This is an optimization exercise on Yosys and OpenROAD, whose aim is small area, a short achievable clock period and few clock cycles, not a production implementation. RTL that was checked went through simulation tests only; none was proved equivalent to the original. Power is estimated from default activity; no workload was simulated.

v6:
==> flow/design.v (excerpt) <==
module symcodec_rx (
    input  wire        clk,
    input  wire        rst,
    input  wire        in_valid,
    output wire        in_ready,
    input  wire [63:0] in_data,     
    input  wire [3:0]  in_groups,   
    input  wire        in_last,     
    output reg         out_valid,
    output reg  [7:0]  out_byte,
    output reg  [2:0]  out_kind,    
    output reg         done,
    output wire [1:0]  res,         
    output wire [3:0]  cause,       
    output wire        chkmis,
    output wire [15:0] clean_bits,
    output wire [15:0] n_bytes,
    output wire [31:0] pre,
    output wire [15:0] len,
    output wire [7:0]  stored_chk,
    output wire [7:0]  calc_chk,
    output wire [15:0] bad_index,
    output wire [5:0]  bad_win
);
    localparam [2:0] K_PRE = 3'd0, K_LEN = 3'd1, K_PAY = 3'd2, K_CHK = 3'd3, K_TRAIL = 3'd4;
    function [3:0] nib6;
        input [5:0] c;
        begin
            nib6[3] = c[5];
            nib6[2] = (c[5] & c[3] & ~c[0]) | (c[4] & ~c[2] & ~c[1]) | (c[4] & ~c[0]);
            nib6[1] = (~c[5] & ~c[3] & c[0]) | (c[5] & ~c[3] & ~c[0]) |
                      (c[5] & ~c[2] & ~c[1]) | (c[4] & c[3] & ~c[0]);
            nib6[0] = c[5] ^ c[4] ^ c[1];
        end
    endfunction
    function one3;
        input [2:0] v;
        one3 = (v[0] & ~v[1] & ~v[2]) | (~v[0] & v[1] & ~v[2]) | (~v[0] & ~v[1] & v[2]);
    endfunction
    function two3;
        input [2:0] v;
        two3 = (v[0] & v[1] & ~v[2]) | (v[0] & ~v[1] & v[2]) | (~v[0] & v[1] & v[2]);
    endfunction
    function mapped6;
        input [5:0] c;
        mapped6 = (one3(c[5:3]) & two3(c[2:0]) & ~(c[3] & c[1] & c[0])) |
                  (two3(c[5:3]) & one3(c[2:0]) & ~(c[5] & c[4] & c[2]));
    endfunction
    function [6:0] therm3;
        input [2:0] v;
        begin
  ...
==> flow/config.mk <==
export PLATFORM = sky130hd
export DESIGN_NAME = symcodec_rx
export DESIGN_NICKNAME = symcodec_rx
export VERILOG_FILES = /design/flow/design.v
export SDC_FILE = /design/flow/constraint.sdc
export NUM_CORES = 4
export LEC_CHECK = 0
export ABC_AREA = 1
export CAP_MARGIN = 20
export CORE_MARGIN = 2
export CORE_UTILIZATION = 55
export SETUP_SLACK_MARGIN = 2.7
export SLEW_MARGIN = 20
==> flow/constraint.sdc <==
create_clock -name core_clock -period 5.0 [get_ports {clk}]
set_input_delay 1.0000 -clock core_clock [delete_from_list [all_inputs] [get_ports {clk}]]
set_output_delay 1.0000 -clock core_clock [all_outputs]
set_load 0.01 [all_outputs]
standard.sh (not shown) runs the stock make flow with config.mk's settings and CLKGATE_MAP_FILE= SYNTH_SCRIPT=/design/flow/synth_recipe.tcl, a recipe that flattens the netlist after the stock synthesis.
==> flow/flow/run.sh <==
#!/bin/bash
# Standard ORFS layout (standard.sh: the standard flow's synthesis, floorplan, place, CTS,
# route, finish) with two changes:
#  - the buffers that buffer_ports puts on every input and output port are
#    sky130_fd_sc_hd__buf_1 cells instead of the default pick;
#  - clock tree synthesis builds the tree from clkbuf_4/clkbuf_8 cells and
#    adds no dummy loads to even out the tree.
# The full make output goes to standard.log in this folder; each ORFS step's
# own log stays under orfs/logs/.
set -euo pipefail
export BUFFER_PORTS_ARGS="-buffer_cell sky130_fd_sc_hd__buf_1"
export CTS_ARGS="-sink_clustering_enable -repair_clock_nets -buf_list {sky130_fd_sc_hd__clkbuf_4 sky130_fd_sc_hd__clkbuf_8} -dont_use_dummy_load"
bash standard.sh > standard.log 2>&1
Testbench counts of v6, summed over its fixed seeds: cycles 15,365.
Input changes introduced in v7 (baseline for comparison: v6):
Settings: ABC_CLOCK_PERIOD_IN_PS: unset -> 2200; CORE_UTILIZATION: 55 -> 50.
### Flow results
Est. power | v7 vs v6 | v7 higher. On sequential power, v6 and v7 are basically level. Detailed route wirelength on metal2 ends up higher on v7. Going from v6 to v7, the routability-driven placement congestion ratio was found to have gone down by 0.40%. Looking at worst setup path startpoint, the len_r[0]$_DFFE_PP_ result is from v7; the byte_cnt[0]$_DFFE_PP_ one comes from v6. Changes observed in v7 relative to v6: number of gates on the worst path with buffers counted picked up an extra 1, count of non-CTS buffers in the layout went down about 1.4%.


symcodec_rx, a different RTL version from the one above (not shown whole).
Size: roughly 1300 cells after synthesis, roughly 180 flip-flops, ~9700 um^2 of cells after synthesis.
// symcodec_rx
module symcodec_rx (
    input  wire        clk,
    input  wire        rst,
    input  wire        in_valid,
    output wire        in_ready,
    input  wire [63:0] in_data,     
    input  wire [3:0]  in_groups,   
    input  wire        in_last,     
    output reg         out_valid,
    output reg  [7:0]  out_byte,
    output reg  [2:0]  out_kind,    
    output reg         done,
    output wire [1:0]  res,         
    output wire [3:0]  cause,       
    output wire        chkmis,
    output wire [15:0] clean_bits,
    output wire [15:0] n_bytes,
    output wire [31:0] pre,
    output wire [15:0] len,
    output wire [7:0]  stored_chk,
    output wire [7:0]  calc_chk,
    output wire [15:0] bad_index,
    output wire [5:0]  bad_win
);
Settings: LEC_CHECK=0, ABC_AREA=1, CAP_MARGIN=20, CORE_MARGIN=2, CORE_UTILIZATION=50, CTS_BUF_LIST=sky130_fd_sc_hd__clkbuf_8, SETUP_SLACK_MARGIN=2.7, SLEW_MARGIN=20; clock period 5.0 ns.
==> flow/flow/run.sh <==
#!/bin/bash
# Standard ORFS layout (standard.sh: the standard flow's synthesis, floorplan, place, CTS,
# route, finish) with one change: the buffers that buffer_ports puts on every
# input and output port are sky130_fd_sc_hd__buf_1 cells instead of the
# default pick. The full make output goes to standard.log in this folder;
# each ORFS step's own log stays under orfs/logs/.
set -euo pipefail
export BUFFER_PORTS_ARGS="-buffer_cell sky130_fd_sc_hd__buf_1"
bash standard.sh > standard.log 2>&1
Testbench counts at the start, summed over its fixed seeds: cycles 15,365.
Rerun with:
Settings changed: CTS_BUF_LIST sky130_fd_sc_hd__clkbuf_8 to not set.
After rerunning: The changed run passed the timing, DRC and antenna checks; clock power came out higher by 34%; clock-buffer cell count stays the same; hold slack stays flat; worst setup slack stays flat.


symcodec_rx, a different RTL version from the one above (not shown whole).
Size in the first run: roughly 190 flip-flops, roughly 210 I/O pins, about 9000 µm² of cells after synthesis.
export LEC_CHECK = 0
export ABC_AREA = 1
export CAP_MARGIN = 20
export CORE_MARGIN = 2
export CORE_UTILIZATION = 50
export SETUP_SLACK_MARGIN = 2.5
export SLEW_MARGIN = 20
create_clock -name core_clock -period 5.0 [get_ports {clk}]
==> flow/flow/run.sh <==
#!/bin/bash
# Standard ORFS layout (standard.sh: the standard flow's synthesis, floorplan, place, CTS,
# route, finish) with two changes:
#  - the buffers that buffer_ports puts on every input and output port are
#    sky130_fd_sc_hd__buf_1 cells instead of the default pick;
#  - clock tree synthesis builds the tree from clkbuf_8/clkbuf_16 cells and
#    adds no dummy loads to even out the tree.
# The full make output goes to standard.log in this folder; each ORFS step's
# own log stays under orfs/logs/.
set -euo pipefail
export BUFFER_PORTS_ARGS="-buffer_cell sky130_fd_sc_hd__buf_1"
export CTS_ARGS="-sink_clustering_enable -repair_clock_nets -buf_list {sky130_fd_sc_hd__clkbuf_8 sky130_fd_sc_hd__clkbuf_16} -dont_use_dummy_load"
bash standard.sh > standard.log 2>&1
Then changed:
SETUP_SLACK_MARGIN = 2.7   (was 2.5)
What happened:
- cell count rose by 0.79%
- combinational power rose by about 6%
- global-route usage rose by 0.42 points
- area after synthesis is unchanged
- hold slack is better by 0.015 ns
- sequential power barely changes
- die area does not change
- final area rose by 2.9%
- non-clock buffer count rose by 12
- via count rose by 0.75%
- worst setup slack is better by 0.12 ns
Function was not checked in any run of this note: the RTL went through the layout flow alone.


Setup of rev 12:
symcodec_rx with an RTL version that a note above also has.
For scale: about 210 I/O pins, about 9700 um^2 of cells after synthesis.
## symcodec_rx
module symcodec_rx (
    input  wire        clk,
    input  wire        rst,
    input  wire        in_valid,
    output wire        in_ready,
    input  wire [63:0] in_data,     
    input  wire [3:0]  in_groups,   
    input  wire        in_last,     
    output reg         out_valid,
    output reg  [7:0]  out_byte,
    output reg  [2:0]  out_kind,    
    output reg         done,
    output wire [1:0]  res,         
    output wire [3:0]  cause,       
    output wire        chkmis,
    output wire [15:0] clean_bits,
    output wire [15:0] n_bytes,
    output wire [31:0] pre,
    output wire [15:0] len,
    output wire [7:0]  stored_chk,
    output wire [7:0]  calc_chk,
    output wire [15:0] bad_index,
    output wire [5:0]  bad_win
);
clock: 5.0 ns
lec_check: 0
abc_area: 1
cap_margin: 20
core_margin: 2
core_utilization: 50
cts_buf_list: sky130_fd_sc_hd__clkbuf_8
setup_slack_margin: 2.8
slew_margin: 20
==> flow/flow/run.sh <==
#!/bin/bash
# Standard ORFS layout (standard.sh: the standard flow's synthesis, floorplan, place, CTS,
# route, finish) with one change: the buffers that buffer_ports puts on every
# input and output port are sky130_fd_sc_hd__buf_1 cells instead of the
# default pick. The full make output goes to standard.log in this folder;
# each ORFS step's own log stays under orfs/logs/.
set -euo pipefail
export BUFFER_PORTS_ARGS="-buffer_cell sky130_fd_sc_hd__buf_1"
bash standard.sh > standard.log 2>&1
Testbench counts of rev 12, summed over its fixed seeds: cycles 15,365.
Relative to rev 12, the following input files were edited for rev 13:
-- flow/config.mk --
<<< rev 12, line 9
export CAP_MARGIN = 20
export CORE_MARGIN = 2
export CORE_UTILIZATION = 50
export CTS_BUF_LIST = sky130_fd_sc_hd__clkbuf_8
export SETUP_SLACK_MARGIN = 2.8
export SLEW_MARGIN = 20
>>> rev 13, line 9
export CAP_MARGIN = 20
export CORE_MARGIN = 2
export CORE_UTILIZATION = 55
export CTS_BUF_LIST = sky130_fd_sc_hd__clkbuf_8
export SETUP_SLACK_MARGIN = 2.7
export SLEW_MARGIN = 20
Results
Diff rev 12 -> rev 13: global placement routability congestion higher, overall power shows no meaningful change, internal power summed over all cells roughly the same, average via count per standard cell went up, placeable core region went down by about 8%. In rev 13, power per cell area is higher than in rev 12. Final core utilization, rev 13 and rev 12: lower on rev 12. Compared rev 13 against rev 12; power spent charging and discharging nets within noise. Rev 13 vs. rev 12: cell area after layout went down by 2.7%. Relative to rev 12, portion of the clock cycle consumed by the worst path in the final layout has increased by 1.3 points in rev 13.

## static timing again, ports no longer ideal
No port has a modelled driver above. Below, the same layouts with a new extraction and two added sets of constraints.
Step 1 (the two cells are an assumption about what drives the block):
set clk [get_ports {clk}]
set_driving_cell -lib_cell sky130_fd_sc_hd__clkbuf_16 $clk
set_driving_cell -lib_cell sky130_fd_sc_hd__buf_2 [delete_from_list [all_inputs] $clk]
Step 2, shift: input delay + t, output delay - t, t = (earliest + latest rising clock arrival at the registers) / 2. This alone moves slack from input paths to output paths.
a / b / c = ideal / step 1 / step 2; a / b = the first two.
run	t, ns	setup WS [ns]	clock arrival spread, ns	cell pins on the clock port's net
v6	0.489	2.810 / 2.769 / 2.455	0.044 / 0.044	1
v7	0.485	2.778 / 2.737 / 2.394	0.049 / 0.048	1
the first run of note 2	0.502	2.756 / 2.717 / 2.433	0.016 / 0.015	1
the second run of note 2	0.475	2.754 / 2.710 / 2.515	0.013 / 0.013	1
the first run of note 3	0.463	2.606 / 2.606 / 2.450	0.034 / 0.034	1
the second run of note 3	0.468	2.727 / 2.680 / 2.489	0.034 / 0.033	1
rev 12	0.502	2.810 / 2.771 / 2.519	0.017 / 0.018	1
rev 13	0.500	2.747 / 2.708 / 2.424	0.017 / 0.017	1
After both steps every run listed still meets setup and hold. For v7, which loses most, drivers alone change the setup slack by -0.041 ns; drivers and shift together by -0.384 ns.
